Context: an optimization exercise on an open-source flow, tuned for small area. The choices shown serve that exercise and are no tape-out recipe.
Function was checked by simulation only, so behaviour that the tests miss may differ from the original.
Power figures rest on the tool's default switching activity, not on a simulated workload.

Design ibus_mixer, start of the top module:
module ibus_mixer #(
    parameter [15:0] DUTY_MAX = 16'd500
) (
    input  wire        clk,
    input  wire        rst,
    input  wire        in_valid,
    input  wire [7:0]  in_byte,
    input  wire        tick,
    output wire [15:0] ch0,
    output wire [15:0] ch1,
    output wire [15:0] ch2,
    output wire [15:0] ch3,
    output wire [15:0] ch4,
    output wire [15:0] ch5,
    output wire [15:0] a_speed,
    output wire [15:0] b_speed,
    output wire        a_dir,
    output wire        b_dir
);
Size: roughly 230 flip-flops, roughly 140 I/O pins, ~8900 um^2 of cells after synthesis.
export LEC_CHECK = 0
export CAP_MARGIN = 5
export CORE_MARGIN = 2
export CORE_UTILIZATION = 60
export SLEW_MARGIN = 5
create_clock -name core_clock -period 33.0 [get_ports {clk}]
standard.sh (not shown) runs the stock make flow with config.mk's settings and CLKGATE_MAP_FILE= SYNTH_SCRIPT=/design/flow/synth_recipe.tcl, a recipe that flattens the netlist after the stock synthesis.
==> flow/flow/run.sh <==
#!/bin/bash
# The standard layout (standard.sh) with these changes:
#  - synthesis maps the logic with an area-oriented ABC script
#    (flow/abc_area.script, used through ABC_AREA=1 from a copy of the
#    ORFS scripts folder) and leaves adders to ABC (no ADDER_MAP_FILE);
#    flip-flop mapping is untouched;
#  - ports are buffered with buf_1;
#  - the clock tree uses clkbuf_4 in small clusters, without dummy loads;
#  - the constant outputs share synthesis's single tie cell.
# make's output goes to standard.log; ORFS writes each step's log under orfs/logs.
set -euo pipefail
HERE=$(pwd)
rm -rf "$HERE/scripts_mod"
cp -r "$FLOW_HOME/scripts" "$HERE/scripts_mod"
cp "$HERE/flow/abc_area.script" "$HERE/scripts_mod/abc_area.script"
bash standard.sh \
  "SCRIPTS_DIR=$HERE/scripts_mod" \
  "ABC_AREA=1" \
  "ADDER_MAP_FILE=" \
  "SKIP_REPAIR_TIE_FANOUT=1" \
  "BUFFER_PORTS_ARGS=-buffer_cell sky130_fd_sc_hd__buf_1" \
  "CTS_ARGS=-sink_clustering_enable -repair_clock_nets -dont_use_dummy_load -buf_list sky130_fd_sc_hd__clkbuf_4 -sink_clustering_size 11 -sink_clustering_max_diameter 40" \
  finish > standard.log 2>&1
==> flow/flow/abc_area.script <==
strash
&get -n
&dch -f
&if -a -K 3
&mfs -e -W 20 -L 20
&fx
&st
&put
balance -l
resub -K 6 -l
rewrite -l
resub -K 6 -N 2 -l
refactor -l
resub -K 8 -l
balance -l
resub -K 8 -N 2 -l
rewrite -l
resub -K 10 -l
rewrite -z -l
resub -K 10 -N 2 -l
balance -l
resub -K 12 -l
refactor -z -l
resub -K 12 -N 2 -l
rewrite -z -l
balance -l
&get -n
&dch -f
&if -a -K 4
&mfs -e -W 20 -L 20
&fx
&st
&put
balance -l
resub -K 6 -l
rewrite -l
resub -K 6 -N 2 -l
refactor -l
resub -K 8 -l
balance -l
resub -K 8 -N 2 -l
rewrite -l
resub -K 10 -l
rewrite -z -l
resub -K 10 -N 2 -l
balance -l
resub -K 12 -l
refactor -z -l
resub -K 12 -N 2 -l
rewrite -z -l
balance -l
&get -n
&dch -f
&if -a -K 3
&mfs -e -W 20 -L 20
&fx
&st
&put
balance -l
resub -K 6 -l
rewrite -l
resub -K 6 -N 2 -l
refactor -l
resub -K 8 -l
balance -l
resub -K 8 -N 2 -l
rewrite -l
resub -K 10 -l
rewrite -z -l
resub -K 10 -N 2 -l
balance -l
resub -K 12 -l
refactor -z -l
resub -K 12 -N 2 -l
rewrite -z -l
balance -l
&get -n
&dch -f
&if -a -K 4
&mfs -e -W 20 -L 20
&fx
&st
&put
balance -l
resub -K 6 -l
rewrite -l
resub -K 6 -N 2 -l
refactor -l
resub -K 8 -l
balance -l
resub -K 8 -N 2 -l
rewrite -l
resub -K 10 -l
rewrite -z -l
resub -K 10 -N 2 -l
balance -l
resub -K 12 -l
refactor -z -l
resub -K 12 -N 2 -l
rewrite -z -l
balance -l
&get -n
&st
&dch -f
&nf -p -F 8 -R 1000
&put
topo
Next try:
--- a/flow/flow/run.sh
+++ b/flow/flow/run.sh
@@ -22 +22 @@
-  "CTS_ARGS=-sink_clustering_enable -repair_clock_nets -dont_use_dummy_load -buf_list sky130_fd_sc_hd__clkbuf_4 -sink_clustering_size 11 -sink_clustering_max_diameter 40" \
+  "CTS_ARGS=-sink_clustering_enable -repair_clock_nets -dont_use_dummy_load -buf_list sky130_fd_sc_hd__clkbuf_8 -sink_clustering_size 22 -sink_clustering_max_diameter 60" \
--- a/flow/config.mk
+++ b/flow/config.mk
@@ -8 +8 @@
-export CAP_MARGIN = 5
+export CAP_MARGIN = 20
@@ -11 +11 @@
-export SLEW_MARGIN = 5
+export SLEW_MARGIN = 20
Result: Final area barely changes. Via count came out lower by 1.3%. Total power came out lower by 0.52%. Routed wire length came out lower by 1.8%. Cell count came out lower by 1.3%. Core utilization came out lower by 0.10 points. Synthesized area is unchanged. Worst setup slack gets worse by 160 ps. Hold slack gets better by 12 ps. Die area does not change. Critical path depth does not change.
Next try:
--- a/flow/flow/run.sh
+++ b/flow/flow/run.sh
@@ -22 +22 @@
-  "CTS_ARGS=-sink_clustering_enable -repair_clock_nets -dont_use_dummy_load -buf_list sky130_fd_sc_hd__clkbuf_8 -sink_clustering_size 22 -sink_clustering_max_diameter 60" \
+  "CTS_ARGS=-sink_clustering_enable -repair_clock_nets -dont_use_dummy_load -buf_list sky130_fd_sc_hd__clkbuf_4 -sink_clustering_size 11 -sink_clustering_max_diameter 40" \
--- a/flow/config.mk
+++ b/flow/config.mk
@@ -10 +10 @@
-export CORE_UTILIZATION = 60
+export CORE_UTILIZATION = 75
Result: Total power barely changes; fmax increases by 2.3%; wire length increases by 4.9%; cell area decreases by 0.62%.
Next try:
--- a/flow/config.mk
+++ b/flow/config.mk
@@ -8 +8 @@
-export CAP_MARGIN = 20
+export CAP_MARGIN = 0
@@ -10,2 +10,2 @@
-export CORE_UTILIZATION = 75
-export SLEW_MARGIN = 20
+export CORE_UTILIZATION = 60
+export SLEW_MARGIN = 0
Worst hold slack got worse by 4.9 ps.
Die area increases by 24%.
Design area increases by 0.65%.
Combinational power decreases by about 0.9%.
Power is about the same.
Next try:
--- a/flow/flow/run.sh
+++ b/flow/flow/run.sh
@@ -22 +22 @@
-  "CTS_ARGS=-sink_clustering_enable -repair_clock_nets -dont_use_dummy_load -buf_list sky130_fd_sc_hd__clkbuf_4 -sink_clustering_size 11 -sink_clustering_max_diameter 40" \
+  "CTS_ARGS=-sink_clustering_enable -repair_clock_nets -dont_use_dummy_load -buf_list sky130_fd_sc_hd__clkbuf_4 -sink_clustering_buffer sky130_fd_sc_hd__clkbuf_2 -sink_clustering_size 6 -sink_clustering_max_diameter 30" \
--- a/flow/config.mk
+++ b/flow/config.mk
@@ -8 +8 @@
-export CAP_MARGIN = 0
+export CAP_MARGIN = 20
@@ -11 +11 @@
-export SLEW_MARGIN = 0
+export SLEW_MARGIN = 20
Effect:
- routed wire length grows by 0.73%
- area after synthesis does not change
- cell count grows by 1.6%
- core utilization grows by 0.25 points
- sequential cell count does not change

## afterwards: timing with drivers on the ports
The flow's constraints put no driver on any port. The routed layouts listed below were extracted and timed again, unchanged, in two steps.
Step 1 assumes that a clkbuf_16 drives the clock port and a buf_2 every other input.
Step 2 moves the port delays by t, midway between the first and last clock arrival at a register: inputs arrive t later, outputs are due t later. That takes back most of the time a late clock gives input paths.
a / b / c = ideal ports / drivers / drivers and shift; a / b = the first two.
| run | t, ns | setup slack, ns | worst hold slack (ns) | worst slew at a driven data input, ns |
|---|---|---|---|---|
| the first run | 0.653 | 22.637 / 22.650 / 21.997 | 0.469 / 0.469 / 0.469 | 0.05 |
| the second run | 0.530 | 22.481 / 22.494 / 21.965 | 0.481 / 0.481 / 0.481 | 0.04 |
| the third run | 0.681 | 22.721 / 22.721 / 22.102 | 0.472 / 0.472 / 0.472 | 0.03 |
| the fourth run | 0.654 | 22.642 / 22.656 / 22.001 | 0.467 / 0.467 / 0.467 | 0.05 |
| the fifth run | 0.617 | 22.580 / 22.595 / 21.977 | 0.465 / 0.465 / 0.465 | 0.04 |
After both steps every run listed still meets setup and hold. For the fourth run, which loses most, drivers alone change the setup slack by +0.014 ns; drivers and shift together by -0.641 ns.
